This is an optimization exercise on Yosys and OpenROAD, whose aim is small area, a short achievable clock period and few clock cycles per item, not a production implementation. The RTL was checked by simulation tests, not by an equivalence proof against the original design. Power figures rest on the tool's default switching activity, not on a simulated workload.

==> flow/design.v (outline; a module is shown in full before it is edited, if it fits) <==
// module fp32_round_pack: 25 lines
// module fp32_round_pack_al: 20 lines
// module fp32_mul: 48 lines
// module mul24_csa: 1121 lines
// module fp32_add: 79 lines
// module mae_bq: 328 lines
module mae_bq #(
    parameter N_CH = 8
) (
    input  wire        clk,
    input  wire        rst,
    input  wire        cmd_valid,
    output wire        cmd_ready,
    input  wire [31:0] cmd_data,
    output wire        rsp_valid,
    input  wire        rsp_ready,
    output wire [31:0] rsp_data
);
  // ...
==> flow/flow/run.sh <==
#!/bin/bash
# The standard flow, with synthesis unchanged, but with timing repair after
# placement, clock tree and global routing aiming for a setup slack of
# MARGIN ns (a clock period of about 22 - MARGIN ns) instead of 0.
set -euo pipefail
MARGIN=16.0
bash standard.sh synth > synth.log 2>&1
bash standard.sh SETUP_SLACK_MARGIN=$MARGIN TNS_END_PERCENT=100 finish > layout.log 2>&1
==> flow/standard.sh <==
#!/bin/bash
# synth_recipe.tcl (not shown) runs the flow's synth.tcl, then flattens the netlist and writes it again
# the make line also repeats each setting of config.mk as NAME=value (left out here)
make -C /OpenROAD-flow-scripts/flow DESIGN_CONFIG=/design/flow/config.mk WORK_HOME=/design/flow/orfs CLKGATE_MAP_FILE= SYNTH_SCRIPT=/design/flow/synth_recipe.tcl "${@:-finish}"
==> flow/config.mk <==
export PLATFORM = sky130hd
export DESIGN_NAME = mae_bq
export DESIGN_NICKNAME = mae_bq
export VERILOG_FILES = /design/flow/design.v
export SDC_FILE = /design/flow/constraint.sdc
export NUM_CORES = 4
export LEC_CHECK = 0
export ABC_CLOCK_PERIOD_IN_PS = 5000
export CAP_MARGIN = 20
export CORE_MARGIN = 2
export CORE_UTILIZATION = 55
export PLACE_DENSITY = 0.7
export SLEW_MARGIN = 20
==> flow/constraint.sdc <==
create_clock -name core_clock -period 22.0 [get_ports {clk}]
set_input_delay 4.4000 -clock core_clock [delete_from_list [all_inputs] [get_ports {clk}]]
set_output_delay 4.4000 -clock core_clock [all_outputs]
set_load 0.01 [all_outputs]
==> flow_metrics.env, run 1 <==
export IMPL_power_frac_clock_pct=28.2
export IMPL_ys_seq_area_share_pct=48.65
export IMPL_status="finished clean"
export IMPL_clk_latency_ns=0.84
export IMPL_finalMaxSlewViolations=0
export IMPL_ff_latch_area_sq_um=45060
export IMPL_hpwlAfterDp_um=185100
export IMPL_clk_share_pct=5.266
export IMPL_maxCapViolCount=0
export IMPL_yosysUniqueCellTypes=99
export IMPL_seq_share_pct=42.54
export IMPL_p_leak_nw=39.80
export IMPL_grt_ovfl_total=0
export IMPL_syn_area_sq_um=92490
export IMPL_power_density_nw_per_um2=96.04
export IMPL_r2r_start="act_r[7]"
export IMPL_hold_path_depth=0
export IMPL_numSequentialCells=1648
export IMPL_intPower_w=0.006489
export IMPL_place_gp_congestion=0.9405
export IMPL_reg_top3="z1 (256), z2 (256)"
export IMPL_nets=9162
export IMPL_use_met3_pct=5.674
export IMPL_wl_per_cell_um=26.36
export IMPL_met1_length_um=112300
export IMPL_power_w=0.01017
export IMPL_cts_made_buffers=162
export IMPL_ys_top_cells_by_count="edfxtp_1, nor2_1, inv_1, nand2_1, fa_1"
export IMPL_r2r_end="u_mul.s1_s[27]"
export IMPL_cts_max_level=4
export IMPL_dp_cells=10247
export IMPL_r2r_cells=17
export IMPL_ios=70
export IMPL_grt_pass1_wl_um=416700
export IMPL_yosys_area_share_simple_pct=12.09
export IMPL_first_iter_violations=7514
export IMPL_cts_setup_buffers=70
export IMPL_finalSetupTns_ns=0
export IMPL_use_met1_pct=43.54
export IMPL_drt_total_wl_um=283700
export IMPL_critPathTopFamily="simple AND/OR/NAND/NOR gates"
Testbench counts, summed over its fixed seeds: cycles 16,867, items 3,200.
==> run 2, diff against run 1 <==
==> flow/flow/run.sh (replaced) <==
#!/bin/bash
# The standard flow, with synthesis unchanged, but with timing repair after
# floorplan, clock tree and global routing aiming for a setup slack of
# MARGIN ns (a clock period of about 22 - MARGIN ns) instead of 0, and the
# port buffers made plain buffers (buf_4) instead of the default choice.
set -euo pipefail
MARGIN=16.0
bash standard.sh synth > synth.log 2>&1
bash standard.sh SETUP_SLACK_MARGIN=$MARGIN TNS_END_PERCENT=100 \
    "BUFFER_PORTS_ARGS=-buffer_cell sky130_fd_sc_hd__buf_4" finish > layout.log 2>&1
==> run 2 against run 1 <==
  * Via count is 0.21% higher
  * Die area did not move
  * Clock power decreased by 3%
  * Sequential cell count did not move
  * Highest routed layer unchanged
==> flow_metrics.env, run 2 <==
export IMPL_dp_cells=10240
export IMPL_async_flop_share_pct=0
export IMPL_layout_min_cycle_time_ns=6.025
export IMPL_endpoint_kind="flop"
export IMPL_min_delay_path_class="flop to flop"
export IMPL_final_cell_area_sq_um=104900
export IMPL_synth_edff_count=1199
export IMPL_critPathTopFamily="compound AO/OA/AOI/OAI gates"
export IMPL_ys_seq_area_share_pct=48.65
export IMPL_cts_max_level=4
export IMPL_antenna_found_initial=4
export IMPL_first_iter_violations=7947
export IMPL_cp_required_ns=22.74
export IMPL_clock_sinks=1648
export IMPL_fmax_ghz=0.1660
export IMPL_cp_num_cells=15
export IMPL_netlist_top_cell_by_area="edfxtp_1"
export IMPL_detail_route_first_pass_iterations=10
export IMPL_crit_buf_inv=1
export IMPL_avgSynthCellArea_sq_um=11.18
export IMPL_grt_ovfl_total=0
export IMPL_syn_inst=8272
export IMPL_fillers=12749
export IMPL_grt_pass1_wl_um=414200
export IMPL_synth_seq_cells=1648
export IMPL_cts_tree="yes"
export IMPL_seqPwrFrac_pct=38.0
export IMPL_hpwlAfterDp_um=182600
export IMPL_drive_gt1_share_pct=15.82
export IMPL_cts_root_buf="clkbuf_16"
export IMPL_fin_skew_ns=0.05834
export IMPL_yosysTopAreaCellShare_pct=38.93
export IMPL_wl_per_cell_um=26.08
export IMPL_cts_made_buffers=164
export IMPL_area_growth_pct=13.38
export IMPL_crit_arrival_ns=6.77
export IMPL_finalSetupTns_ns=0
export IMPL_drc=0
export IMPL_path_cells="buf_8 > and3_4 > a31oi_4 > nand2b_1 > a21oi_2 > a21o_1 > nand3_2 > o21ai_2 > a21oi_1 > or3b_4 > nand2b_4 > o211ai_1 > o211ai_1 > a211o_1 > nand4_1"
export IMPL_hold_viol=0
export IMPL_ys_top_cells_by_count="edfxtp_1, nor2_1, inv_1, nand2_1, fa_1"
export IMPL_dieArea_sq_um=171500
export IMPL_grt_use_total_pct=31.75
export IMPL_crit_fanout=3
export IMPL_power_frac_clock_pct=27.8
export IMPL_die_w_um=414.1
export IMPL_reg_top3="z1 (256), z2 (256)"
export IMPL_start_util_pct=55.37
export IMPL_rows=150
export IMPL_place_area_sq_um=95740
export IMPL_drt_total_wl_um=279600
export IMPL_place_gp_congestion=0.9535
export IMPL_ir_drop_v=0.0001042
export IMPL_ys_warnings_count=6
export IMPL_r2r_cells=17
export IMPL_vias=68036
export IMPL_die_h_um=414.1
export IMPL_worst_slew_pin_slew_ns=1.152
export IMPL_cts_buffer_depth=3
export IMPL_finalMaxSlewViolations=0
export IMPL_worst_path_max_delay_cell="or3b_4"
export IMPL_period_share_pct=27.39
export IMPL_ys_top_cells_by_area="edfxtp_1, fa_1, dfxtp_1"
export IMPL_power_density_nw_per_um2=95.48
export IMPL_ctsHoldBuffers=0
export IMPL_p_leak_nw=39.33
export IMPL_rsz0062_at_grt="yes"
export IMPL_synth_most_common_cell="edfxtp_1"
export IMPL_n_antenna_cell=0
export IMPL_synth_ff_type="edfxtp_1"
export IMPL_maxCapViolCount=0
export IMPL_syn_area_sq_um=92490
export IMPL_finalNonFillerCells=10724
export IMPL_clk_latency_ns=0.83
export IMPL_ios=70
export IMPL_slew_limit_headroom_pct=23.02
export IMPL_status="finished clean"
export IMPL_crit_type="input pin to flop"
export IMPL_grt_pass1_vias=66568
export IMPL_power_net_switching_w=0.003622
export IMPL_cpPeakStageDelay_ns=0.43
export IMPL_cpMostUsedCell="o211ai_1"
export IMPL_yosysUniqueCellTypes=99
export IMPL_final_setup_viol_count=0
export IMPL_nets=9127
export IMPL_power_w=0.01001
export IMPL_layout_commonest_cell="edfxtp_1"
export IMPL_hold_path_depth=0
export IMPL_intPower_w=0.006390
export IMPL_swShare_pct=36.18
export IMPL_startpoint_type="input pin"
export IMPL_core_area_sq_um=167000
export IMPL_clk_pin_slew_worst_paths_ns=0.06
export IMPL_grt_max_degree=74
export IMPL_portBuffers=69
export IMPL_ant_nets=0
export IMPL_syn_num_nets=9018
export IMPL_combinationalPowerShare_pct=34.3
export IMPL_viasPerCell=6.344
export IMPL_final_cell_mix="edfxtp_1, nor2_1, inv_1"
run 2: cell counts after synthesis:
Identical to the previous run, type by type.
run 2: cell type report:
cell class | instances | area, sq um | share of cell area, %
inverters | 648 | 2469 | 2.354
clock buffers | 231 | 4658 | 4.442
well taps | 2204 | 2758 | 2.630
repair buffers | 350 | 3492 | 3.330
clock inverters | 74 | 757.0 | 0.7219
repair inverters | 4 | 26.28 | 0.02506
multi-input cells | 5565 | 45660 | 43.54
flip-flops and latches | 1648 | 45050 | 42.96
run 2: logic make-up after synthesis:
kind of cell	after synthesis	synth area share (%)
AND/OR/NAND/NOR	2432	12.09
flip-flops	1648	48.65
AO/OA/AOI/OAI	1573	10.91
buffers and inverters	1075	4.402
adder cells (fa/ha/maj)	710	13.58
multiplexers	647	8.597
XOR/XNOR	187	1.771
run 2: worst paths after layout:
kind,from,end,slack (ns)
hold reg to reg,aidx_r[25],aidx_r[28],0.32
setup reg to reg,act_r[6],u_mul.s1_s[26],16.03
hold / removal,aidx_r[25],aidx_r[28],0.32
setup / recovery,cmd_data[30],rdy,15.97
run 2: per-layer routing:
layer | track usage [%] | vias up | routed length (um)
met5 | 0 | - | 12
met4 | 15.45 | 2 | 15890
met3 | 5.480 | 797 | 25850
met2 | 50.47 | 3766 | 128300
met1 | 42.49 | 33699 | 109600
li1 | - | 29772 | -
run 2: power by group through the flow:
stage / combinational, W / sequential [W] / clock, W
2_1_floorplan: 0.00214 / 0.00373 / 0
3_3_place_gp: 0.00301 / 0.00385 / 0
3_5_place_dp: 0.00304 / 0.00385 / 0
4_1_cts: 0.00318 / 0.00379 / 0.00281
5_1_grt: 0.00371 / 0.00381 / 0.00293
6_report: 0.00343 / 0.00380 / 0.00278
run 2: worst reg2reg max path, cell delays in order, from the launching register on:
cell and delay (ns):
dfxtp_4 0.40, buf_16 0.16, nor2_4 0.13, buf_12 0.14
mux2_4 0.31, or4_4 0.56, nor2_4 0.14, buf_12 0.16
nor2_1 0.10, fa_2 0.56, inv_1 0.07, fa_1 0.55
fa_1 0.45, fa_1 0.52, fa_1 0.44, fa_1 0.55
inv_1 0.05, fa_1 0.50
run 2: repair_timing:
action	in CTS	in global routing
endpoints found under the setup margin	197	177
gates resized for setup	192	214
pin swaps	29	80
gates cloned	23	9
buffers inserted	70	77
run 2: stage by stage:
stage	setup WS [ns]	utilization, %	hold slack [ns]
after floorplan	15.56	-	0.3096
after global placement	14.15	57.27	0.3104
after detailed placement	13.90	57.32	0.3121
after CTS	15.99	61.71	0.3207
after global routing	15.85	62.78	0.3281
final	15.97	62.78	0.3209
==> run 3, diff against run 2 <==
--- a/flow/flow/run.sh
+++ b/flow/flow/run.sh
@@ -6,3 +6,3 @@
 set -euo pipefail
-MARGIN=16.0
+MARGIN=16.3
 bash standard.sh synth > synth.log 2>&1
==> run 3 against run 2 <==
  * Register-to-register slack better by 0.14 ns
  * Via count is 2.5% higher
  * Synthesized cell count stayed put
  * Clock power is 6% higher
==> flow_metrics.env, run 3 <==
export IMPL_crit_fanout=3
export IMPL_p_leak_nw=41.06
export IMPL_grt_ovfl_total=0
export IMPL_grt_pass1_vias=68188
export IMPL_gr_max_usage_layer="met2"
export IMPL_final_cell_mix="edfxtp_1, nor2_1, inv_1"
export IMPL_ctsHoldBuffers=0
export IMPL_vias=69711
export IMPL_netlist_top_cell_by_area="edfxtp_1"
export IMPL_power_net_switching_w=0.003801
export IMPL_nets=9345
export IMPL_syn_inst=8272
export IMPL_syn_area_sq_um=92490
export IMPL_place_ws_ns=14.44
export IMPL_endpoint_kind="flop"
export IMPL_seqPwrFrac_pct=36.4
export IMPL_viasPerCell=6.367
export IMPL_first_iter_violations=8241
export IMPL_cts_tree="yes"
export IMPL_clk_latency_ns=0.85
export IMPL_synth_most_common_cell="edfxtp_1"
export IMPL_use_met1_pct=43.39
export IMPL_cts_max_level=4
export IMPL_finalWorstSetupSlack_ns=16.00
export IMPL_synth_seq_cells=1648
export IMPL_ios=70
export IMPL_cts_made_buffers=166
export IMPL_critPathTopFamily="compound AO/OA/AOI/OAI gates"
export IMPL_min_delay_path_class="flop to flop"
export IMPL_grt_pass1_wl_um=428300
export IMPL_ys_top_cells_by_area="edfxtp_1, fa_1, dfxtp_1"
export IMPL_crit_arrival_ns=6.76
export IMPL_crit_type="input pin to flop"
export IMPL_worst_path_max_delay_cell="or3b_4"
export IMPL_area_growth_pct=17.89
export IMPL_place_gp_congestion=0.9588
export IMPL_final_cell_area_sq_um=109000
export IMPL_wl_per_cell_um=26.76
export IMPL_place_area_sq_um=95850
export IMPL_whs_ns=0.2770
export IMPL_status="finished clean"
export IMPL_grtUsageMet2_pct=52.30
export IMPL_multi_input_area_sq_um=47070
export IMPL_clock_sinks=1648
export IMPL_rows=150
export IMPL_ir_drop_v=0.00009283
export IMPL_grt_max_degree=90
export IMPL_cts_root_buf="clkbuf_16"
export IMPL_core_area_sq_um=167000
export IMPL_hpwlAfterDp_um=184900
export IMPL_cpMostUsedCell="o211ai_1"
export IMPL_portBuffers=69
export IMPL_die_h_um=414.1
export IMPL_drive_gt1_share_pct=20.48
export IMPL_start_util_pct=55.37
export IMPL_swShare_pct=36.28
export IMPL_cts_buffer_depth=3
export IMPL_layout_min_cycle_time_ns=5.995
export IMPL_die_w_um=414.1
export IMPL_yosysTopAreaCellShare_pct=38.93
export IMPL_reg_top3="z1 (256), z2 (256)"
export IMPL_ys_top_cells_by_count="edfxtp_1, nor2_1, inv_1, nand2_1, fa_1"
export IMPL_yosysUniqueCellTypes=99
export IMPL_ys_warnings_count=6
export IMPL_slew_limit_headroom_pct=27.26
export IMPL_finalSetupTns_ns=0
export IMPL_maxCapViolCount=0
export IMPL_path_cells="buf_12 > and3_4 > a31oi_4 > nand2b_1 > a21oi_2 > a21o_1 > nand3_2 > o21ai_2 > a21oi_1 > or3b_4 > nand2b_4 > o211ai_1 > o211ai_1 > a211o_1 > nand4_1"
export IMPL_combinationalPowerShare_pct=35.3
export IMPL_finalMaxSlewViolations=0
export IMPL_ff_latch_area_sq_um=45080
export IMPL_hold_viol=0
export IMPL_synth_ff_type="edfxtp_1"
export IMPL_startpoint_type="input pin"
export IMPL_use_met3_pct=5.924
export IMPL_drt_total_wl_um=293000
export IMPL_dieArea_sq_um=171500
export IMPL_antenna_found_initial=8
export IMPL_fin_skew_ns=0.1049
export IMPL_fmax_ghz=0.1668
export IMPL_clk_pin_slew_worst_paths_ns=0.06
export IMPL_intPower_w=0.006676
export IMPL_final_setup_viol_count=0
export IMPL_drc=0
export IMPL_period_share_pct=27.25
export IMPL_crit_buf_inv=1
export IMPL_layout_commonest_cell="edfxtp_1"
export IMPL_detail_route_first_pass_iterations=9
export IMPL_cp_required_ns=22.77
export IMPL_synth_edff_count=1199
export IMPL_avgSynthCellArea_sq_um=11.18
export IMPL_worst_slew_pin_slew_ns=1.089
export IMPL_rsz0062_at_grt="yes"
export IMPL_async_flop_share_pct=0
export IMPL_cpPeakStageDelay_ns=0.41
export IMPL_ant_nets=0
export IMPL_syn_num_nets=9018
export IMPL_ys_seq_area_share_pct=48.65
export IMPL_fillers=12411
export IMPL_grt_use_total_pct=32.93
export IMPL_power_frac_clock_pct=28.3
export IMPL_power_density_nw_per_um2=96.08
-- run 3: layout make-up --
cell class                 count  area share (%)
antenna                        4        0.009180
clock buffer                 220           4.194
clock inverter                89           1.116
inverter                     648           2.259
multi-input combinational   5568           43.16
sequential                  1648           41.35
tap                         2204           2.529
timing repair buffer         562           5.355
timing repair inverter         5         0.02869
-- run 3: power groups by stage --
stage          sequential (W)  combinational (W)  clock (W)
4_1_cts               0.00380            0.00328    0.00298
3_5_place_dp          0.00386            0.00304          0
5_1_grt               0.00382            0.00396    0.00310
2_1_floorplan         0.00373            0.00215          0
6_report              0.00381            0.00370    0.00296
3_3_place_gp          0.00386            0.00302          0
-- run 3: cell families (layout without fill, tap and decap cells) --
logic type | Yosys count | count (layout) | share of synthesized area, %
compound gates | 1573 | 1587 | 10.91
mux | 647 | 647 | 8.597
xor+xnor | 187 | 187 | 1.771
other cells | 0 | 4 | 0
buf+inv | 1075 | 1524 | 4.402
simple gates | 2432 | 2437 | 12.09
flops | 1648 | 1648 | 48.65
fa+ha+maj | 710 | 710 | 13.58
-- run 3: repair_timing --
item                                    CTS  global route
endpoints found under the setup margin  287           225
pin swaps                                84           153
resized for setup                       403           367
gates cloned                             36            20
setup buffers                           143           196
-- run 3: per-layer routing --
metal,vias to the layer above,part of all wire (%)
met3,895,9.6
met4,4,6.2
li1,30221,-
met2,4070,46
met1,34521,38
met5,-,0.0092
-- run 3: final timing paths --
path                startpoint        endpoint  slack [ns]  depth (start not counted)
setup / recovery  cmd_data[27]             rdy       16.00                         15
hold / removal       aflt_r[8]       aflt_r[9]        0.28                          0
setup reg to reg      act_r[4]  u_mul.s1_s[23]       16.17                         17
hold reg to reg      aflt_r[8]       aflt_r[9]        0.28                          0
-- run 3: through the flow --
step                utilization [%]  cells  power (W)
detailed placement            57.38  10239   0.006894
global placement              57.38  10239   0.006883
floorplan                         -   8272   0.005881
CTS                           63.05  10727    0.01006
global route                  65.28  10945    0.01089
finish                        65.28  10948    0.01048
==> run 4, diff against run 3 <==
--- a/flow/flow/run.sh
+++ b/flow/flow/run.sh
@@ -6,3 +6,3 @@
 set -euo pipefail
-MARGIN=16.3
+MARGIN=16.0
 bash standard.sh synth > synth.log 2>&1
--- a/flow/config.mk
+++ b/flow/config.mk
@@ -10,4 +10,4 @@
 export CORE_MARGIN = 2
-export CORE_UTILIZATION = 55
-export PLACE_DENSITY = 0.7
+export CORE_UTILIZATION = 40
+export PLACE_DENSITY = 0.6
 export SLEW_MARGIN = 20
==> run 4 against run 3 <==
  * Highest routed layer unchanged
  * Core utilization shrank 19 points
  * Sequential cell count is the same
  * Sequential share of layout area grew 0.73 points
  * Final cell count grew 6.2%
  * Critical path type unchanged
==> flow_metrics.env, run 4 <==
export IMPL_yosysTopAreaCellShare_pct=38.93
export IMPL_crit_fanout=3
export IMPL_synth_seq_cells=1648
export IMPL_grt_ovfl_total=0
export IMPL_layout_commonest_cell="edfxtp_1"
export IMPL_ios=70
export IMPL_cts_buffer_depth=3
export IMPL_min_delay_path_class="flop to flop"
export IMPL_ant_nets=0
export IMPL_die_h_um=484.9
export IMPL_hold_start="aidx_r[6]"
export IMPL_status="finished clean"
export IMPL_rsz0062_at_grt="yes"
export IMPL_layout_min_cycle_time_ns=5.929
export IMPL_yosysUniqueCellTypes=99
export IMPL_power_density_nw_per_um2=95.04
export IMPL_clk_pin_slew_worst_paths_ns=0.06
export IMPL_drive_gt1_share_pct=16.75
export IMPL_cts_max_level=4
export IMPL_whs_ns=0.3138
export IMPL_clk_latency_ns=0.83
export IMPL_grt_use_total_pct=24.60
export IMPL_cts_root_buf="clkbuf_16"
export IMPL_period_share_pct=26.95
export IMPL_crit_type="input pin to flop"
export IMPL_worst_path_max_delay_cell="or3b_4"
export IMPL_clock_sinks=1648
export IMPL_first_iter_violations=6903
export IMPL_cp_required_ns=22.76
export IMPL_startpoint_type="input pin"
export IMPL_antenna_found_initial=13
export IMPL_rows=176
export IMPL_final_cell_mix="edfxtp_1, nor2_1, inv_1"
export IMPL_p_leak_nw=39.84
export IMPL_grt_max_degree=87
export IMPL_place_gp_congestion=0.9036
export IMPL_cpPeakStageDelay_ns=0.40
export IMPL_ys_top_cells_by_area="edfxtp_1, fa_1, dfxtp_1"
export IMPL_cts_made_buffers=171
export IMPL_path_cells="buf_12 > and3_4 > a31oi_4 > nand2b_1 > a21oi_1 > a21o_1 > nand3_2 > o21ai_2 > a21oi_1 > or3b_4 > nand2b_4 > o211ai_1 > o211ai_1 > a211o_1 > nand4_1"
export IMPL_die_w_um=484.9
export IMPL_ys_top_cells_by_count="edfxtp_1, nor2_1, inv_1, nand2_1, fa_1"
export IMPL_core_area_sq_um=229900
export IMPL_finalSetupTns_ns=0
export IMPL_hold_path_end="aidx_r[9]"
export IMPL_cts_tree="yes"
export IMPL_finalMaxSlewViolations=0
export IMPL_slew_limit_headroom_pct=18.16
export IMPL_reg2reg_slack_ns=16.08
export IMPL_endpoint_kind="flop"
export IMPL_drc=0
export IMPL_synth_most_common_cell="edfxtp_1"
export IMPL_wl_per_cell_um=25.92
export IMPL_dieArea_sq_um=235100
export IMPL_synth_ff_type="edfxtp_1"
export IMPL_drt_total_wl_um=301500
export IMPL_synth_edff_count=1199
export IMPL_finalNonFillerCells=11632
export IMPL_start_util_pct=40.23
export IMPL_syn_num_nets=9018
export IMPL_area_growth_pct=15.76
export IMPL_fmax_ghz=0.1687
export IMPL_syn_inst=8272
export IMPL_viasPerCell=5.830
export IMPL_hold_path_depth=0
export IMPL_reg_top3="z1 (256), z2 (256)"
export IMPL_dp_cells=11056
export IMPL_portBuffers=69
export IMPL_syn_area_sq_um=92490
export IMPL_grt_pass1_vias=66548
export IMPL_hpwlAfterDp_um=195900
export IMPL_nets=9202
export IMPL_r2r_end="mr[31]"
export IMPL_r2r_cells=23
export IMPL_crit_arrival_ns=6.69
export IMPL_detail_route_first_pass_iterations=5
export IMPL_async_flop_share_pct=0
export IMPL_maxCapViolCount=0
export IMPL_r2r_start="u_mul.s2_e[1]"
export IMPL_vias=67813
export IMPL_netlist_top_cell_by_area="edfxtp_1"
export IMPL_grt_pass1_wl_um=436700
export IMPL_ir_drop_v=0.00008494
export IMPL_worst_slew_pin_slew_ns=1.228
export IMPL_final_setup_viol_count=0
export IMPL_avgSynthCellArea_sq_um=11.18
export IMPL_ys_seq_area_share_pct=48.65
export IMPL_hold_viol=0
export IMPL_ys_warnings_count=6
export IMPL_fin_skew_ns=0.05758
[run 4: cell count changes in the layout (fill, tap and decap cells not counted), sizes merged, moves of 2 or more]
cell | previous run | this run
buf | 535 | 394
bufinv | 17 | 8
diode | 4 | 11
a21oi | 388 | 393
clkbuf | 237 | 233
clkinv | 66 | 70
and2 | 59 | 57
inv | 648 | 650
[run 4: what timing repair did]
action / 4_1_cts / 5_1_grt
resized for setup: 228 / 241
setup endpoints to repair: 208 / 136
hold buffers: 0 / 0
buffers inserted: 92 / 116
gates cloned: 26 / 18
pin swaps: 30 / 92
[run 4: layout make-up]
class / count / area [sq um]
clock buffer: 223 / 4682
fill: 20878 / 122800
tap: 3026 / 3786
sequential: 1648 / 45050
timing repair buffer: 413 / 4116
timing repair inverter: 3 / 17.52
inverter: 648 / 2480
multi-input combinational: 5571 / 46000
clock inverter: 89 / 903.4
antenna: 11 / 27.53
[run 4: where the power goes]
| part | internal (W) | switching (W) | total, W |
|---|---|---|---|
| clock | 0.00161 | 0.00126 | 0.00288 |
| combinational | 0.00127 | 0.00221 | 0.00348 |
| sequential | 0.00358 | 0.000235 | 0.00382 |
[run 4: cells by family (layout without fill, tap and decap cells)]
group                    count (synthesis)  in the layout  share of synthesized area (%)
AO/OA/AOI/OAI                         1573           1592                          10.91
XOR/XNOR                               187            187                          1.771
flip-flops                            1648           1648                          48.65
multiplexers                           647            647                          8.597
adder cells (fa/ha/maj)                710            710                          13.58
AND/OR/NAND/NOR                       2432           2435                          12.09
other                                    0             11                              0
buffers and inverters                 1075           1376                          4.402
[run 4: how the worst max path moves through the flow]
stage	start	endpoint	slack (ns)	depth (start not counted)
floorplan	cmd_data[25]	rdy	15.56	14
global placement	act_r[3]	u_add.s1_sml[0]	14.08	22
detailed placement	act_r[10]	u_add.s1_sml[0]	13.93	23
CTS	u_add.s1_sml[3]	u_add.s2_e[8]	16.00	26
global route	u_add.s1_sml[3]	u_add.s2_e[8]	15.88	28
finish	cmd_data[25]	rdy	16.07	15
[run 4: metrics by stage]
step | worst slack (ns) | instance area [sq um] | utilization [%] | total power (W)
2_1_floorplan | 15.56 | 92780 | - | 0.005873
3_3_place_gp | 14.08 | 96670 | 42.05 | 0.006939
3_5_place_dp | 13.93 | 96680 | 42.05 | 0.006938
4_1_cts | 16.00 | 104600 | 45.50 | 0.009965
5_1_grt | 15.88 | 107000 | 46.56 | 0.01064
6_report | 16.07 | 107100 | 46.57 | 0.01018
[run 4: routing by layer]
layer | track usage [%] | vias to the layer above | wire [um] | share of wire [%]
met5 | 0 | - | 8 | 0.0027
met1 | 33.52 | 34354 | 126200 | 42
li1 | - | 29951 | - | -
met4 | 10.35 | 2 | 14200 | 4.7
met2 | 39.13 | 2922 | 138700 | 46
met3 | 3.805 | 584 | 22400 | 7.4
[run 4: critical path, delay by kind of cell]
family | cells | cell delay [ns]
AOI/OAI and AO/OA | 8 | 1.20
and+or+nand+nor | 6 | 0.98
buffers and inverters | 1 | 0.10
==> run 5, diff against run 4 <==
--- a/flow/config.mk
+++ b/flow/config.mk
@@ -7,3 +7,3 @@
 export LEC_CHECK = 0
-export ABC_CLOCK_PERIOD_IN_PS = 5000
+export ABC_CLOCK_PERIOD_IN_PS = 4500
 export CAP_MARGIN = 20
==> run 5 against run 4 <==
  * Critical endpoint unchanged
  * Worst hold slack unchanged
  * Cell area unchanged
  * Setup slack did not move
  * Maximum frequency stayed put
  * Clock skew did not move
  * Via count unchanged
  * Die area stayed put
  * Highest routed layer unchanged
  * First-iteration DRC count stayed put
==> flow_metrics.env, run 5 <==
export IMPL_status="finished clean"
export IMPL_die_w_um=484.9
export IMPL_detail_route_first_pass_iterations=5
export IMPL_synth_most_common_cell="edfxtp_1"
export IMPL_ir_drop_v=0.00008494
export IMPL_ys_top_cells_by_count="edfxtp_1, nor2_1, inv_1, nand2_1, fa_1"
export IMPL_ios=70
export IMPL_combinationalPowerShare_pct=34.2
export IMPL_fillers=20878
export IMPL_hpwlAfterDp_um=195900
export IMPL_start_util_pct=40.23
export IMPL_dieArea_sq_um=235100
export IMPL_final_setup_viol_count=0
export IMPL_grt_pass1_vias=66548
export IMPL_place_gp_congestion=0.9036
export IMPL_area_growth_pct=15.76
export IMPL_maxCapViolCount=0
export IMPL_ff_latch_area_sq_um=45050
export IMPL_cts_max_level=4
export IMPL_intPower_w=0.006464
export IMPL_cts_root_buf="clkbuf_16"
export IMPL_ant_nets=0
export IMPL_drc=0
export IMPL_multi_input_area_sq_um=46000
export IMPL_synth_seq_cells=1648
export IMPL_syn_inst=8272
export IMPL_startpoint_type="input pin"
export IMPL_crit_fanout=3
export IMPL_fmax_ghz=0.1687
export IMPL_vias=67813
export IMPL_period_share_pct=26.95
export IMPL_cts_buffer_depth=3
export IMPL_netlist_top_cell_by_area="edfxtp_1"
export IMPL_drt_total_wl_um=301500
export IMPL_layout_commonest_cell="edfxtp_1"
export IMPL_die_h_um=484.9
export IMPL_clock_sinks=1648
export IMPL_rsz0062_at_grt="yes"
export IMPL_clk_pin_slew_worst_paths_ns=0.06
export IMPL_first_iter_violations=6903
export IMPL_slew_limit_headroom_pct=18.16
export IMPL_cts_made_buffers=171
export IMPL_grt_use_total_pct=24.60
export IMPL_cp_required_ns=22.76
export IMPL_async_flop_share_pct=0
export IMPL_dp_cells=11056
export IMPL_endpoint_kind="flop"
export IMPL_power_frac_clock_pct=28.3
export IMPL_yosysTopAreaCellShare_pct=38.93
export IMPL_fin_skew_ns=0.05758
export IMPL_grt_ovfl_total=0
export IMPL_power_w=0.01018
export IMPL_crit_type="input pin to flop"
export IMPL_viasPerCell=5.830
export IMPL_synth_ff_type="edfxtp_1"
export IMPL_rows=176
export IMPL_power_density_nw_per_um2=95.04
export IMPL_layout_min_cycle_time_ns=5.929
export IMPL_p_leak_nw=39.84
export IMPL_yosysUniqueCellTypes=99
export IMPL_syn_area_sq_um=92490
export IMPL_nets=9202
export IMPL_drive_gt1_share_pct=16.75
export IMPL_swShare_pct=36.47
export IMPL_ys_seq_area_share_pct=48.65
export IMPL_cts_tree="yes"
export IMPL_power_net_switching_w=0.003711
export IMPL_portBuffers=69
export IMPL_ys_warnings_count=6
export IMPL_ys_top_cells_by_area="edfxtp_1, fa_1, dfxtp_1"
export IMPL_avgSynthCellArea_sq_um=11.18
export IMPL_syn_num_nets=9018
export IMPL_finalSetupTns_ns=0
export IMPL_synth_edff_count=1199
export IMPL_core_area_sq_um=229900
export IMPL_whs_ns=0.3138
export IMPL_crit_arrival_ns=6.69
export IMPL_final_cell_mix="edfxtp_1, nor2_1, inv_1"
export IMPL_finalMaxSlewViolations=0
export IMPL_grt_pass1_wl_um=436700
export IMPL_grt_max_degree=87
export IMPL_finalNonFillerCells=11632
export IMPL_reg_top3="z1 (256), z2 (256)"
export IMPL_worst_slew_pin_slew_ns=1.228
export IMPL_min_delay_path_class="flop to flop"
export IMPL_clk_latency_ns=0.83
export IMPL_seqPwrFrac_pct=37.5
export IMPL_antenna_found_initial=13
export IMPL_wl_per_cell_um=25.92
export IMPL_hold_viol=0
==> run 5: cell counts in the layout (fill, tap and decap cells not counted) <==
Identical to the previous run, type by type.
==> run 5: logic make-up (layout without fill, tap and decap cells) <==
kind of cell               after synthesis  count (layout)  synth area share (%)
AOI/OAI and AO/OA                     1573            1592                 10.91
xor gates and xnor gates               187             187                 1.771
adders and majority gates              710             710                 13.58
buffers and inverters                 1075            1376                 4.402
DFF                                   1648            1648                 48.65
muxes                                  647             647                 8.597
other                                    0              11                     0
and+or+nand+nor                       2432            2435                 12.09
==> run 5: through the flow <==
step           utilization (%)  setup WS [ns]  cell area, sq um
2_1_floorplan                -          15.56             92780
3_3_place_gp             42.05          14.08             96670
3_5_place_dp             42.05          13.93             96680
4_1_cts                  45.50          16.00            104600
5_1_grt                  46.56          15.88            107000
6_report                 46.57          16.07            107100
==> run 5: path summary, 6_finish.rpt <==
| check | start | endpoint | slack [ns] | cells after the start |
|---|---|---|---|---|
| max | cmd_data[25] | rdy | 16.07 | 15 |
| min | aidx_r[6] | aidx_r[9] | 0.31 | 0 |
| max reg2reg | u_mul.s2_e[1] | mr[31] | 16.08 | 23 |
| min reg2reg | aidx_r[6] | aidx_r[9] | 0.31 | 0 |
==> run 5: layer usage <==
layer	part of all wire [%]	vias up	track usage (%)	routed length, um
met5	0.0027	-	0	8
met4	4.7	2	10.35	14200
met3	7.4	584	3.805	22400
met2	46	2922	39.13	138700
met1	42	34354	33.52	126200
li1	-	29951	-	-
==> run 5: worst max-delay path, stage by stage <==
cell and delay (ns):
buf_12 0.10, and3_4 0.19, a31oi_4 0.21, nand2b_1 0.07, a21oi_1 0.13, a21o_1 0.14, nand3_2 0.07, o21ai_2 0.14
a21oi_1 0.08, or3b_4 0.40, nand2b_4 0.15, o211ai_1 0.11, o211ai_1 0.11, a211o_1 0.28, nand4_1 0.10
==> run 5: final cells by class <==
class,count,area share [%]
timing repair inverter,3,0.01636
timing repair buffer,413,3.845
clock inverter,89,0.8438
inverter,648,2.316
tap,3026,3.536
sequential,1648,42.07
multi-input combinational,5571,42.97
antenna,11,0.02571
clock buffer,223,4.373
==> run 5: power groups by stage <==
stage	clock [W]	sequential (W)	combinational, W
6_report	0.00288	0.00382	0.00348
5_1_grt	0.00304	0.00383	0.00377
4_1_cts	0.00292	0.00381	0.00324
3_5_place_dp	0	0.00387	0.00307
3_3_place_gp	0	0.00387	0.00307
2_1_floorplan	0	0.00373	0.00214
==> run 5: repair_timing <==
action                                 in CTS  in global routing
endpoints found under the hold margin       0                  0
gates resized for setup                   228                241
pin swaps                                  30                 92
setup endpoints to repair                 208                136
hold buffers                                0                  0
gates cloned                               26                 18
setup buffers                              92                116
==> run 6, diff against run 5 <==
--- a/flow/flow/run.sh
+++ b/flow/flow/run.sh
@@ -6,3 +6,3 @@
 set -euo pipefail
-MARGIN=16.0
+MARGIN=15.9
 bash standard.sh synth > synth.log 2>&1
--- a/flow/config.mk
+++ b/flow/config.mk
@@ -7,3 +7,3 @@
 export LEC_CHECK = 0
-export ABC_CLOCK_PERIOD_IN_PS = 4500
+export ABC_CLOCK_PERIOD_IN_PS = 5000
 export CAP_MARGIN = 20
==> run 6 against run 5 <==
  * Non-clock buffer count is 58 lower
  * Synthesized cell count did not move
  * Cell area fell by 1.1%
  * Combinational power down 2%
  * Final cell count decreased by 0.50%
  * Largest cell class unchanged
  * Still clean
  * Sequential share of layout area is 0.46 points higher
  * Total power increased by 0.56%
  * Highest routed layer unchanged
  * Die area unchanged
  * Maximum frequency fell by 3.1%
==> flow_metrics.env, run 6 <==
export IMPL_status="finished clean"
export IMPL_crit_arrival_ns=6.86
export IMPL_reg_top3="z1 (256), z2 (256)"
export IMPL_drt_total_wl_um=293100
export IMPL_syn_area_sq_um=92490
export IMPL_grt_pass1_wl_um=432100
export IMPL_ys_seq_area_share_pct=48.65
export IMPL_avgSynthCellArea_sq_um=11.18
export IMPL_cts_max_level=4
export IMPL_cts_root_buf="clkbuf_16"
export IMPL_p_leak_nw=39.46
export IMPL_yosysUniqueCellTypes=99
export IMPL_first_iter_violations=6494
export IMPL_fmax_ghz=0.1634
export IMPL_ios=70
export IMPL_hold_viol=0
export IMPL_period_share_pct=27.82
export IMPL_vias=67245
export IMPL_hpwlAfterDp_um=195700
export IMPL_finalWorstSetupSlack_ns=15.88
export IMPL_crit_fanout=5
export IMPL_place_ws_ns=14.02
export IMPL_cp_required_ns=22.74
export IMPL_min_delay_path_class="flop to flop"
export IMPL_final_setup_viol_count=0
export IMPL_area_growth_pct=14.50
export IMPL_dp_cells=11081
export IMPL_maxCapViolCount=0
export IMPL_clock_sinks=1648
export IMPL_ant_nets=0
export IMPL_slew_limit_headroom_pct=21.13
export IMPL_power_density_nw_per_um2=96.62
export IMPL_async_flop_share_pct=0
export IMPL_endpoint_kind="flop"
export IMPL_worst_slew_pin_slew_ns=1.179
export IMPL_drive_gt1_share_pct=15.56
export IMPL_grt_ovfl_total=0
export IMPL_layout_min_cycle_time_ns=6.121
export IMPL_ys_top_cells_by_area="edfxtp_1, fa_1, dfxtp_1"
export IMPL_rsz0062_at_grt="yes"
export IMPL_grt_use_total_pct=24.22
export IMPL_cts_buffer_depth=3
export IMPL_core_area_sq_um=229900
export IMPL_finalMaxSlewViolations=0
export IMPL_ir_drop_v=0.00007222
export IMPL_portBuffers=69
export IMPL_clk_latency_ns=0.85
export IMPL_final_cell_mix="edfxtp_1, nor2_1, inv_1"
export IMPL_wl_per_cell_um=25.32
export IMPL_cts_tree="yes"
export IMPL_crit_type="input pin to flop"
export IMPL_rows=176
export IMPL_ys_warnings_count=6
export IMPL_place_gp_congestion=0.9357
export IMPL_clk_pin_slew_worst_paths_ns=0.06
export IMPL_finalNonFillerCells=11574
export IMPL_path_cells="buf_12 > and3_4 > a31oi_4 > nand2b_1 > a21oi_2 > a21o_1 > nand3_2 > o21ai_2 > a21oi_2 > or3b_4 > nand2b_4 > o211ai_1 > o211ai_1 > a211o_1 > nand4_1"
export IMPL_drc=0
export IMPL_cpPeakStageDelay_ns=0.43
export IMPL_detail_route_first_pass_iterations=6
export IMPL_netlist_top_cell_by_area="edfxtp_1"
export IMPL_dieArea_sq_um=235100
export IMPL_nets=9134
export IMPL_antenna_found_initial=14
export IMPL_synth_most_common_cell="edfxtp_1"
export IMPL_power_w=0.01023
export IMPL_yosysTopAreaCellShare_pct=38.93
export IMPL_syn_num_nets=9018
export IMPL_finalSetupTns_ns=0
export IMPL_synth_edff_count=1199
export IMPL_layout_commonest_cell="edfxtp_1"
export IMPL_fillers=20894
export IMPL_synth_seq_cells=1648
export IMPL_startpoint_type="input pin"
export IMPL_worst_path_max_delay_cell="or3b_4"
export IMPL_die_h_um=484.9
export IMPL_fin_skew_ns=0.1037
export IMPL_grt_pass1_vias=67188
export IMPL_cts_made_buffers=172
export IMPL_viasPerCell=5.810
export IMPL_synth_ff_type="edfxtp_1"
export IMPL_die_w_um=484.9
export IMPL_ys_top_cells_by_count="edfxtp_1, nor2_1, inv_1, nand2_1, fa_1"
export IMPL_grt_max_degree=80
export IMPL_ctsHoldBuffers=0
export IMPL_syn_inst=8272
export IMPL_start_util_pct=40.23
## run 6: cell counts after synthesis
Identical to the previous run, type by type.
## run 6: worst paths after layout
path | startpoint | to | slack, ns | cells past startpoint
worst min register to register | aidx_r[10] | aidx_r[13] | 0.31 | 0
worst max-delay path | cmd_data[30] | rdy | 15.88 | 15
worst max register to register | act_r[6] | u_add.s1_sml[4] | 16.02 | 24
worst min-delay path | aidx_r[10] | aidx_r[13] | 0.31 | 0
## run 6: layout make-up
| class | instances | area [sq um] | area share (%) |
|---|---|---|---|
| Antenna cell | 11 | 27.53 | 0.02599 |
| Clock buffer | 241 | 4832 | 4.563 |
| Clock inverter | 82 | 1085 | 1.024 |
| Timing Repair Buffer | 355 | 3317 | 3.132 |
| Multi-Input combinational cell | 5560 | 45310 | 42.78 |
| Timing Repair inverter | 3 | 17.52 | 0.01654 |
| Tap cell | 3026 | 3786 | 3.575 |
| Inverter | 648 | 2481 | 2.343 |
| Sequential cell | 1648 | 45050 | 42.54 |
## run 6: logic make-up after synthesis
group	Yosys count	synth area share, %
AO/OA/AOI/OAI	1573	10.91
XOR/XNOR	187	1.771
adder cells (fa/ha/maj)	710	13.58
buffers and inverters	1075	4.402
flip-flops	1648	48.65
multiplexers	647	8.597
AND/OR/NAND/NOR	2432	12.09
## run 6: what timing repair did
action	CTS	global route
gates cloned	15	11
buffers inserted	60	73
pin swaps	21	60
endpoints found under the setup margin	184	107
gates resized for setup	169	187
## run 6: report_power, final
| part | switching (W) | internal, W |
|---|---|---|
| clock | 0.00128 | 0.00171 |
| sequential | 0.000242 | 0.00358 |
| combinational | 0.00219 | 0.00123 |
| total | 0.00371 | 0.00652 |
## run 6: worst max-delay path: cells and delay by family
| kind | cells | cell delay [ns] |
|---|---|---|
| AND/OR/NAND/NOR | 6 | 1.04 |
| AO/OA/AOI/OAI | 8 | 1.31 |
| buffers and inverters | 1 | 0.11 |
## run 6: per-layer routing
metal	track usage, %	routed length [um]	share of wire (%)
met5	0	57	0.019
met4	10.22	13340	4.6
met3	3.590	21330	7.3
met2	39.40	137700	47
met1	32.31	120700	41
## run 6: per-stage QoR
step	util (%)	cell area (sq um)	hold slack, ns
finish	46.06	105900	0.3100
global route	46.06	105900	0.3109
CTS	45.33	104200	0.3193
detailed placement	42.10	96800	0.3121
global placement	42.10	96790	0.3105
floorplan	-	92720	0.3096
==> module mae_bq, before the edit <==
module mae_bq #(
    parameter N_CH = 8
) (
    input  wire        clk,
    input  wire        rst,
    input  wire        cmd_valid,
    output wire        cmd_ready,
    input  wire [31:0] cmd_data,
    output wire        rsp_valid,
    input  wire        rsp_ready,
    output wire [31:0] rsp_data
);
    localparam [2:0] ST_OK      = 3'd0;
    localparam [2:0] ST_ILLEGAL = 3'd1;
    localparam [2:0] ST_BADOP   = 3'd2;
    localparam [2:0] ST_NOTCFG  = 3'd3;
    localparam [2:0] ST_INDEX   = 3'd4;
    localparam [2:0] ST_NUMERIC = 3'd7;
    localparam NK = 13;      
    localparam NR = 5;       
    localparam IW = 3;       
    reg        rdy;           
    reg        in_args;       
    reg  [2:0] argc;          
    reg  [2:0] nargs;
    reg        f_proc, f_setc, f_keep, f_chok;
    reg  [2:0] f_ch;
    reg        bad;
    reg [31:0] opw [0:4];     
    reg        pk_v;
    reg  [2:0] pk_ch;
    reg  [IW-1:0] pk_idx;
    reg [31:0] pk_x;
    reg        iss, iss_s, iss_pk, iss_a, iss_fire, iss_setc, iss_zero;
    reg  [2:0] iss_st, iss_ch;
    reg        rdy_dir;       
    reg        cfg;
    reg [31:0] a0, a1, a2, b1, b2;
    reg [31:0] z1 [0:N_CH-1];
    reg [31:0] z2 [0:N_CH-1];
    reg [N_CH-1:0] zv;        
    reg  [NK-1:1]   act_r;
    reg  [3*NK-1:3] ach_r;
    reg  [IW*NK-1:IW] aidx_r;
    reg  [NK-1:1]   aflt_r;
    wire [NK-1:0]   act  = {act_r, iss_a};
    wire [3*NK-1:0] ach  = {ach_r, iss_ch};
    wire [IW*NK-1:0] aidx = {aidx_r, iss_fire ? pk_idx : tail};
    wire [NK-1:0]   aflt = {aflt_r, 1'b0};
    reg  [2:0]    rob_st  [0:NR-1];
    reg  [31:0]   rob_dat [0:NR-1];
    reg  [NR-1:0] rob_done, rob_hd;
    reg  [IW-1:0] head, tail;
    reg  [3:0]    cnt;
    reg         ov, oph;
    reg  [31:0] odat;
    reg  [31:0] mr, ar, yreg, p2reg, zreg;
    reg         mr_ovf, ar_ovf;
    wire [31:0] x = opw[0];
    wire [31:0] mul_a = (act[6] | act[7]) ? yreg : x;
    wire [31:0] mul_b = act[3] ? a1 : act[4] ? a2 : act[6] ? b1 : act[7] ? b2 : a0;
    wire [31:0] mul_y, add_y;
    wire        mul_ovf, add_ovf;
    wire [31:0] add_a = act[9] ? ar : act[10] ? p2reg : mr;
    wire [31:0] add_b = (act[3] | act[6]) ? zreg : mr;
    wire        add_sub = act[9] | act[10];
    fp32_mul u_mul (.clk(clk), .a(mul_a), .b(mul_b), .y(mul_y), .ovf(mul_ovf));
    fp32_add u_add (.clk(clk), .a(add_a), .b(add_b), .sub(add_sub), .y(add_y), .ovf(add_ovf));
    wire add_done = act[5] | act[8] | act[11];
    always @(posedge clk) begin
        mr     <= mul_y;
        mr_ovf <= mul_ovf;
        if (add_done) begin
            ar     <= add_y;
            ar_ovf <= add_ovf;
        end
        if (act[5]) yreg  <= add_y;
        if (act[7]) p2reg <= mr;
        if (act[2]) begin
            if (commit && ach[36 +: 3] == ach[6 +: 3])
                zreg <= ar;
            else
                zreg <= zv[ach[6 +: 3]] ? z1[ach[6 +: 3]] : 32'd0;
        end else if (act[5])
            zreg <= zv[ach[15 +: 3]] ? z2[ach[15 +: 3]] : 32'd0;
    end
    wire [NK-1:0] flt_in;
    assign flt_in[0]  = 1'b0;
    assign flt_in[1]  = aflt[0];
    assign flt_in[2]  = aflt[1];
    assign flt_in[3]  = aflt[2];
    assign flt_in[4]  = aflt[3] | mr_ovf;
    assign flt_in[5]  = aflt[4];
    assign flt_in[6]  = aflt[5];
    assign flt_in[7]  = aflt[6] | mr_ovf | ar_ovf;
    assign flt_in[8]  = aflt[7] | mr_ovf;
    assign flt_in[9]  = aflt[8];
    assign flt_in[10] = aflt[9] | mr_ovf | ar_ovf;
    assign flt_in[11] = aflt[10] | mr_ovf;
    assign flt_in[12] = aflt[11];
    wire fault12 = aflt[12] | ar_ovf | add_ovf;    
    wire commit  = act[12] & ~fault12;
    wire samp_ok = ~act[0] & ~act[1] & ~act[2] & ~act[3] & ~act[5] & ~act[6];
    reg  [N_CH-1:0] busy;      
    reg  [N_CH-1:0] busy1;     
    integer k, c;
    always @* begin
        busy  = {N_CH{1'b0}};
        busy1 = {N_CH{1'b0}};
        for (k = 0; k <= 8; k = k + 1)
            for (c = 0; c < N_CH; c = c + 1)
                if (act[k] && ach[3*k +: 3] == c) begin
                    busy[c] = 1'b1;
                    if (k <= 7) busy1[c] = 1'b1;
                end
    end
    wire x_state = in_args && f_proc && (argc + 3'd1 == nargs);
    wire fire = pk_v && samp_ok && !busy[pk_ch];
    wire samp_ok1 = ~act[0] & ~act[1] & ~act[2] & ~act[4] & ~act[5] & ~fire;
    function chan_blk(input [2:0] ch);
        chan_blk = busy1[ch] || (pk_v && pk_ch == ch);
    endfunction
    wire park_ok1 = !pk_v || fire;
    wire coef_ok  = ~|act[4:0] & ~pk_v;
    wire zero_ok  = ~|act[10:0] & ~pk_v;
    wire x_ok     = ~|act[2:0] & ~pk_v;
    wire        acc      = cmd_valid & rdy;
    wire [2:0]  hn       = cmd_data[23:21];
    wire        h_proc   = (cmd_data[31:16] == 16'h4620);
    wire        h_setc   = (cmd_data[31:17] == 15'h23D0) && (cmd_data[15:0] == 16'd0);
    wire        nonfin   = (cmd_data[30:23] == 8'hFF);
    wire        last     = acc && (in_args ? (argc + 3'd1 == nargs) : (hn == 3'd0));
    wire        bad_n    = bad | nonfin;
    reg  [2:0] st_now;
    always @* begin
        if (f_proc) begin
            if (bad_n)        st_now = ST_BADOP;
            else if (!cfg)    st_now = ST_NOTCFG;
            else if (!f_chok) st_now = ST_INDEX;
            else              st_now = ST_OK;
        end else if (f_setc) begin
            if (bad_n)                st_now = ST_BADOP;
            else if (f_keep && !cfg)  st_now = ST_NOTCFG;
            else                      st_now = ST_OK;
        end else
            st_now = ST_ILLEGAL;
    end
    wire samp_now = acc && x_state && st_now == ST_OK;    
    wire go_now   = samp_now && rdy_dir;                   
    wire park_now = samp_now && !rdy_dir;                  
    wire fire1    = pk_v && samp_ok1 && !busy1[pk_ch] && !go_now;
    function dir_ok(input [2:0] ch);
        dir_ok = samp_ok1 && !chan_blk(ch) && !fire1;
    endfunction
    reg        in_args_n;
    reg  [2:0] argc_n;
    always @* begin
        in_args_n = in_args;
        argc_n    = argc;
        if (acc) begin
            if (!in_args) begin
                in_args_n = (hn != 3'd0);
                argc_n    = 3'd0;
            end else begin
                argc_n = argc + 3'd1;
                if (argc + 3'd1 == nargs) in_args_n = 1'b0;
            end
        end
    end
    wire [3:0] held  = cnt + {3'd0, iss};
    wire       room_n = held <= NR - 1;
    wire       room_l = held <= NR - 2;
    wire       dir_f    = dir_ok(f_ch);
    wire       rdy_idle = !in_args ? room_n :
                          (argc + 3'd1 == nargs) ?
                              room_n & (f_proc ? (dir_f | (park_ok1 & chan_blk(f_ch))) :
                                        f_setc ? (f_keep ? coef_ok : zero_ok) : 1'b1) :
                          (argc == 3'd0 && f_setc) ? x_ok : 1'b1;
    wire       dir_h    = dir_ok(cmd_data[2:0]);
    wire       rdy_acc  = !in_args ?
                              ((hn == 3'd0) ? room_l :
                               h_proc ? room_n & (dir_h | (park_ok1 & chan_blk(cmd_data[2:0]))) :
                               h_setc ? x_ok : 1'b1) :
                          (argc + 3'd1 == nargs) ? room_l :
                          (argc + 3'd2 == nargs) ?
                              room_n & (f_setc ? (f_keep ? coef_ok : zero_ok) : 1'b1) :
                          1'b1;
    wire       rdy_next = acc ? rdy_acc : rdy_idle;
    wire       rdy_dir_next = acc ? (!in_args && dir_h) : (in_args && dir_f);
    assign cmd_ready = rdy;
    integer j;
    always @(posedge clk) begin
        if (rst) begin
            rdy      <= 1'b1;
            rdy_dir  <= 1'b0;
            in_args  <= 1'b0;
            iss      <= 1'b0;
            iss_s    <= 1'b0;
            iss_pk   <= 1'b0;
            iss_a    <= 1'b0;
            iss_fire <= 1'b0;
            iss_setc <= 1'b0;
            iss_zero <= 1'b0;
            cfg      <= 1'b0;
            pk_v     <= 1'b0;
        end else begin
            rdy     <= rdy_next;
            rdy_dir <= rdy_dir_next;
            in_args <= in_args_n;
            argc    <= argc_n;
            iss      <= last;
            iss_s    <= 1'b0;
            iss_pk   <= park_now;
            iss_a    <= go_now | fire;
            iss_fire <= fire;
            iss_setc <= 1'b0;
            iss_zero <= 1'b0;
            iss_ch   <= fire ? pk_ch : f_ch;
            if (acc && !in_args) begin
                nargs  <= hn;
                f_proc <= h_proc;
                f_setc <= h_setc;
                f_keep <= cmd_data[16];
                f_chok <= (cmd_data[15:0] < N_CH);
                f_ch   <= cmd_data[2:0];
                bad    <= 1'b0;
                iss_st <= ST_ILLEGAL;
            end
            if (acc && in_args) begin
                bad <= bad_n;
                if (last) begin
                    iss_st   <= st_now;
                    iss_s    <= samp_now;
                    iss_setc <= f_setc && st_now == ST_OK;
                    iss_zero <= f_setc && st_now == ST_OK && !f_keep;
                end
            end
            if (fire) pk_v <= 1'b0;
            if (park_now) pk_v <= 1'b1;
            if (iss_pk) pk_idx <= tail;
            if (iss_setc) cfg <= 1'b1;
        end
        if (fire)
            opw[0] <= pk_x;
        else if (acc && in_args && (f_setc || (x_state && rdy_dir)) && argc == 3'd0)
            opw[0] <= cmd_data;
        if (acc && in_args && f_setc && argc != 3'd0 && argc < 3'd5)
            opw[argc] <= cmd_data;
        if (acc && x_state && !rdy_dir) begin
            pk_x  <= cmd_data;
            pk_ch <= f_ch;
        end
    end
    always @(posedge clk) begin
        if (iss_setc) begin
            a0 <= opw[0];
            a1 <= opw[1];
            a2 <= opw[2];
            b1 <= opw[3];
            b2 <= opw[4];
        end
    end
    always @(posedge clk) begin
        for (j = 0; j < N_CH; j = j + 1) begin
            if (commit && ach[36 +: 3] == j) begin
                z1[j] <= ar;
                z2[j] <= add_y;
            end
        end
        if (iss_zero)
            zv <= {N_CH{1'b0}};
        else if (commit)
            zv[ach[36 +: 3]] <= 1'b1;
    end
    always @(posedge clk) begin
        if (rst)
            act_r <= {(NK-1){1'b0}};
        else
            act_r <= act[NK-2:0];
        ach_r  <= ach[3*NK-4:0];
        aidx_r <= aidx[IW*NK-IW-1:0];
        aflt_r <= flt_in[NK-1:1];
    end
    wire        take_dat = ov & oph & rsp_ready;
    wire        free     = take_dat;
    wire [IW-1:0] head1  = (head == NR - 1) ? {IW{1'b0}} : head + 1'b1;
    wire [31:0] dat_h    = (rob_st[head] == ST_OK && rob_hd[head]) ? rob_dat[head] : 32'd0;
    wire [31:0] w_rdy    = !ov  ? {29'd0, rob_st[head]} :
                           !oph ? dat_h : {29'd0, rob_st[head1]};
    wire [31:0] w_idle   = (ov & oph) ? dat_h : {29'd0, rob_st[head]};
    always @(posedge clk) begin
        if (rst) begin
            head <= {IW{1'b0}};
            tail <= {IW{1'b0}};
            cnt  <= 4'd0;
            ov   <= 1'b0;
            oph  <= 1'b0;
            rob_done <= {NR{1'b0}};
        end else begin
            if (iss) begin
                rob_done[tail] <= ~iss_s;
                rob_st[tail]   <= iss_st;
                rob_hd[tail]   <= iss_s;
                tail <= (tail == NR - 1) ? {IW{1'b0}} : tail + 1'b1;
            end
            if (act[12]) begin
                rob_done[aidx[12*IW +: IW]] <= 1'b1;
                rob_st[aidx[12*IW +: IW]]   <= fault12 ? ST_NUMERIC : ST_OK;
            end
            cnt <= cnt + {3'd0, iss} - {3'd0, free};
            if (!ov) begin
                ov  <= rob_done[head];
                oph <= 1'b0;
            end else if (!oph) begin
                if (rsp_ready) oph <= 1'b1;
            end else if (rsp_ready) begin
                rob_done[head] <= 1'b0;
                head <= head1;
                ov   <= rob_done[head1];
                oph  <= 1'b0;
            end
        end
        odat <= rsp_ready ? w_rdy : w_idle;
        if (act[6]) rob_dat[aidx[6*IW +: IW]] <= yreg;
    end
    assign rsp_valid = ov;
    assign rsp_data  = odat;
endmodule
==> run 7, diff against run 6 <==
--- a/flow/design.v
+++ b/flow/design.v
@@ -1580,5 +1580,11 @@
     wire [31:0] dat_h    = (rob_st[head] == ST_OK && rob_hd[head]) ? rob_dat[head] : 32'd0;
-    wire [31:0] w_rdy    = !ov  ? {29'd0, rob_st[head]} :
-                           !oph ? dat_h : {29'd0, rob_st[head1]};
-    wire [31:0] w_idle   = (ov & oph) ? dat_h : {29'd0, rob_st[head]};
+    wire [IW-1:0] fin_i  = aidx[12*IW +: IW];
+    wire [2:0]  st_fin   = fault12 ? ST_NUMERIC : ST_OK;
+    wire        fin_h    = act[12] && fin_i == head;
+    wire        fin_h1   = act[12] && fin_i == head1;
+    wire [2:0]  st_h     = fin_h  ? st_fin : rob_st[head];
+    wire [2:0]  st_h1    = fin_h1 ? st_fin : rob_st[head1];
+    wire [31:0] w_rdy    = !ov  ? {29'd0, st_h} :
+                           !oph ? dat_h : {29'd0, st_h1};
+    wire [31:0] w_idle   = (ov & oph) ? dat_h : {29'd0, st_h};
     always @(posedge clk) begin
@@ -1604,3 +1610,3 @@
             if (!ov) begin
-                ov  <= rob_done[head];
+                ov  <= rob_done[head] | fin_h;
                 oph <= 1'b0;
@@ -1611,3 +1617,3 @@
                 head <= head1;
-                ov   <= rob_done[head1];
+                ov   <= rob_done[head1] | fin_h1;
                 oph  <= 1'b0;
--- a/flow/flow/run.sh
+++ b/flow/flow/run.sh
@@ -6,3 +6,3 @@
 set -euo pipefail
-MARGIN=15.9
+MARGIN=16.0
 bash standard.sh synth > synth.log 2>&1
--- a/flow/config.mk
+++ b/flow/config.mk
@@ -10,4 +10,4 @@
 export CORE_MARGIN = 2
-export CORE_UTILIZATION = 40
-export PLACE_DENSITY = 0.6
+export CORE_UTILIZATION = 50
+export PLACE_DENSITY = 0.65
 export SLEW_MARGIN = 20
==> run 7 against run 6 <==
  * Clock power down 3%
  * Setup slack improved by 0.016 ns
  * Largest power group unchanged
  * Critical path depth is 2 higher
  * Highest routed layer is now met4
  * Via count grew 4.4%
  * Critical path type unchanged
==> flow_metrics.env, run 7 <==
export IMPL_status="finished clean"
export IMPL_use_met1_pct=41.32
export IMPL_dieArea_sq_um=190700
export IMPL_ys_top_cells_by_count="edfxtp_1, nor2_1, inv_1, fa_1, a21oi_1"
export IMPL_antenna_found_initial=5
export IMPL_multi_input_area_sq_um=46720
export IMPL_cpPeakStageDelay_ns=0.28
export IMPL_cts_tree="yes"
export IMPL_netlist_top_cell_by_area="edfxtp_1"
export IMPL_crit_buf_inv=3
export IMPL_power_density_nw_per_um2=96.25
export IMPL_hpwlAfterDp_um=191200
export IMPL_grt_pass1_wl_um=442200
export IMPL_fillers=15276
export IMPL_cts_root_buf="clkbuf_16"
export IMPL_finalSetupTns_ns=0
export IMPL_endpoint_kind="flop"
export IMPL_finalMaxSlewViolations=0
export IMPL_syn_num_nets=9230
export IMPL_finalWorstSetupSlack_ns=15.89
export IMPL_drive_gt1_share_pct=17.15
export IMPL_grt_ovfl_total=0
export IMPL_cpMostUsedCell="o21ai_2"
export IMPL_ys_top_cells_by_area="edfxtp_1, fa_1, dfxtp_1"
export IMPL_nets=9413
export IMPL_first_iter_violations=7514
export IMPL_cts_max_level=4
export IMPL_path_cells="buf_8 > and3_4 > a41o_1 > o21a_1 > o21ai_2 > nand3b_1 > or2_4 > inv_2 > nand2_2 > a21oi_2 > o21ai_2 > buf_4 > mux2i_1 > nand2_1 > a22oi_1 > a211oi_1 > o21ai_1"
export IMPL_grt_max_degree=77
export IMPL_cts_made_buffers=169
export IMPL_worst_slew_pin_slew_ns=1.202
export IMPL_gr_max_usage_layer="met2"
export IMPL_vias=70226
export IMPL_ios=70
export IMPL_core_area_sq_um=185800
export IMPL_drc=0
export IMPL_clock_sinks=1648
export IMPL_grtUsageMet2_pct=49.36
export IMPL_power_w=0.01038
export IMPL_viasPerCell=6.221
export IMPL_detail_route_first_pass_iterations=6
export IMPL_grt_use_total_pct=30.57
export IMPL_avgSynthCellArea_sq_um=11.03
export IMPL_drt_total_wl_um=300400
export IMPL_clk_pin_slew_worst_paths_ns=0.06
export IMPL_synth_ff_type="edfxtp_1"
export IMPL_syn_area_sq_um=93620
export IMPL_crit_fanout=4
export IMPL_cts_buffer_depth=3
export IMPL_ff_latch_area_sq_um=45050
export IMPL_place_ws_ns=13.99
export IMPL_yosysUniqueCellTypes=106
export IMPL_reg2reg_slack_ns=16.02
export IMPL_hold_viol=0
export IMPL_portBuffers=69
export IMPL_synth_most_common_cell="edfxtp_1"
export IMPL_wl_per_cell_um=26.61
export IMPL_synth_seq_cells=1648
export IMPL_final_setup_viol_count=0
export IMPL_final_core_util_pct=58.01
export IMPL_min_delay_path_class="flop to flop"
export IMPL_period_share_pct=27.75
export IMPL_synth_edff_count=1199
export IMPL_maxCapViolCount=0
export IMPL_start_util_pct=50.38
export IMPL_die_w_um=436.7
export IMPL_final_cell_mix="edfxtp_1, nor2_1, inv_1"
export IMPL_layout_commonest_cell="edfxtp_1"
export IMPL_use_met3_pct=5.273
export IMPL_area_growth_pct=15.15
export IMPL_ant_nets=0
export IMPL_clk_latency_ns=0.84
export IMPL_worst_path_max_delay_cell="or2_4"
export IMPL_die_h_um=436.7
export IMPL_yosysTopAreaCellShare_pct=38.46
export IMPL_reg_top3="z1 (256), z2 (256)"
export IMPL_slew_limit_headroom_pct=19.54
export IMPL_layout_min_cycle_time_ns=6.105
export IMPL_fin_skew_ns=0.05520
export IMPL_crit_arrival_ns=6.86
export IMPL_ir_drop_v=0.00006494
export IMPL_syn_inst=8484
export IMPL_place_gp_congestion=0.9351
export IMPL_fmax_ghz=0.1638
export IMPL_grt_pass1_vias=69170
export IMPL_p_leak_nw=40.51
export IMPL_rsz0062_at_grt="yes"
export IMPL_cp_required_ns=22.76
export IMPL_ys_warnings_count=6
export IMPL_async_flop_share_pct=0
export IMPL_crit_type="input pin to flop"
export IMPL_rows=158
export IMPL_ys_seq_area_share_pct=48.06
export IMPL_ctsHoldBuffers=0
export IMPL_critPathTopFamily="compound AO/OA/AOI/OAI gates"
export IMPL_startpoint_type="input pin"
-- run 7: power breakdown --
group          total (W)  internal (W)  switching [W]
Sequential       0.00384       0.00359       0.000248
Clock            0.00289       0.00163        0.00126
Combinational    0.00365       0.00136        0.00229
Total             0.0104       0.00658        0.00379
-- run 7: final cells by class --
type                       count  area share [%]
antenna                        2        0.004642
clock buffer                 212           4.276
clock inverter                98          0.9343
inverter                     685           2.435
multi-input combinational   5699           43.34
sequential                  1648           41.79
tap                         2480           2.878
timing repair buffer         462           4.331
timing repair inverter         2        0.009285
-- run 7: repair_timing --
action,CTS,global route
gates cloned,28,14
setup endpoints to repair,202,135
setup buffers,93,138
resized for setup,222,306
pin swaps,43,128
-- run 7: metrics by stage --
stage          std cells  hold WS (ns)  instance area, sq um
6_report           11288        0.3259                107800
5_1_grt            11287        0.3284                107800
4_1_cts            11133        0.3265                105100
3_5_place_dp       10702        0.3121                 97140
3_3_place_gp       10701        0.3098                 97130
2_1_floorplan       8484        0.3096                 93930
-- run 7: worst register-to-register path: stages (launching register included) --
cell and delay [ns]:
dfxtp_4 0.42, clkbuf_16 0.22, nor2_4 0.12, buf_12 0.13, mux2_2 0.34, or4_4 0.56, nor2_4 0.12, buf_12 0.15
nor2_1 0.08, fa_2 0.56, inv_1 0.05, fa_1 0.57, fa_2 0.46, fa_2 0.54, fa_2 0.46, fa_1 0.56
inv_1 0.06, fa_2 0.52
-- run 7: path summary, 6_finish.rpt --
| check | startpoint | to | depth (start not counted) |
|---|---|---|---|
| max | cmd_data[30] | rdy | 17 |
| min | aidx_r[15] | aidx_r[18] | 0 |
| max reg2reg | act_r[7] | u_mul.s1_s[26] | 17 |
| min reg2reg | aidx_r[15] | aidx_r[18] | 0 |
-- run 7: cells by family (layout without fill, tap and decap cells) --
logic type,Yosys count,count (layout),share of synthesized area [%]
xor gates and xnor gates,213,213,1.993
and+or+nand+nor,2392,2395,12.00
adders and majority gates,712,712,13.44
muxes,610,610,7.687
other,0,2,0
AOI/OAI and AO/OA,1756,1769,12.11
buffers and inverters,1153,1459,4.714
DFF,1648,1648,48.06
-- run 7: metal layers --
layer | vias to the layer above | share of wire [%] | wire (um)
met2 | 3696 | 47 | 140400
met5 | - | 0 | 0
met1 | 35068 | 40 | 119000
met4 | 0 | 4.4 | 13250
li1 | 30755 | - | -
met3 | 707 | 9.2 | 27780
Testbench counts of run 7, summed over its fixed seeds: cycles 16,745, items 3,200.

[separate check: timing with driven ports]
Ports are ideal in the flow. The routed layouts listed here were re-timed in OpenROAD.
Step 1 assumes that a clkbuf_16 drives the clock port and a buf_2 every other input.
Step 2 also shifts input and output timing later by t, the mid clock arrival at the registers, as if the neighbouring blocks saw the same clock.
Slacks: ideal ports / drivers / drivers and shift; pairs: ideal ports / drivers.
run	shift t [ns]	setup WS [ns]	worst hold slack (ns)	worst setup path after step 2	worst data-port slew with drivers (ns)
run 1	0.899	15.996 / 15.988 / 15.150	0.315 / 0.315 / 0.315	input to register	0.10
run 2	0.885	15.975 / 16.005 / 15.120	0.321 / 0.321 / 0.321	input to register	0.12
run 3	0.882	16.005 / 16.034 / 15.152	0.277 / 0.277 / 0.277	input to register	0.07
run 4	0.905	16.071 / 15.979 / 15.222	0.314 / 0.314 / 0.314	input to register	0.06
run 5	0.905	16.071 / 15.979 / 15.222	0.314 / 0.314 / 0.314	input to register	0.06
run 6	0.887	15.879 / 15.916 / 15.029	0.310 / 0.310 / 0.310	input to register	0.08
run 7	0.891	15.895 / 15.923 / 15.033	0.326 / 0.326 / 0.326	input to register	0.07
After both steps setup and hold are still met in every run listed. For run 7, which loses most, drivers alone change the setup slack by +0.028 ns; drivers and shift together by -0.862 ns.
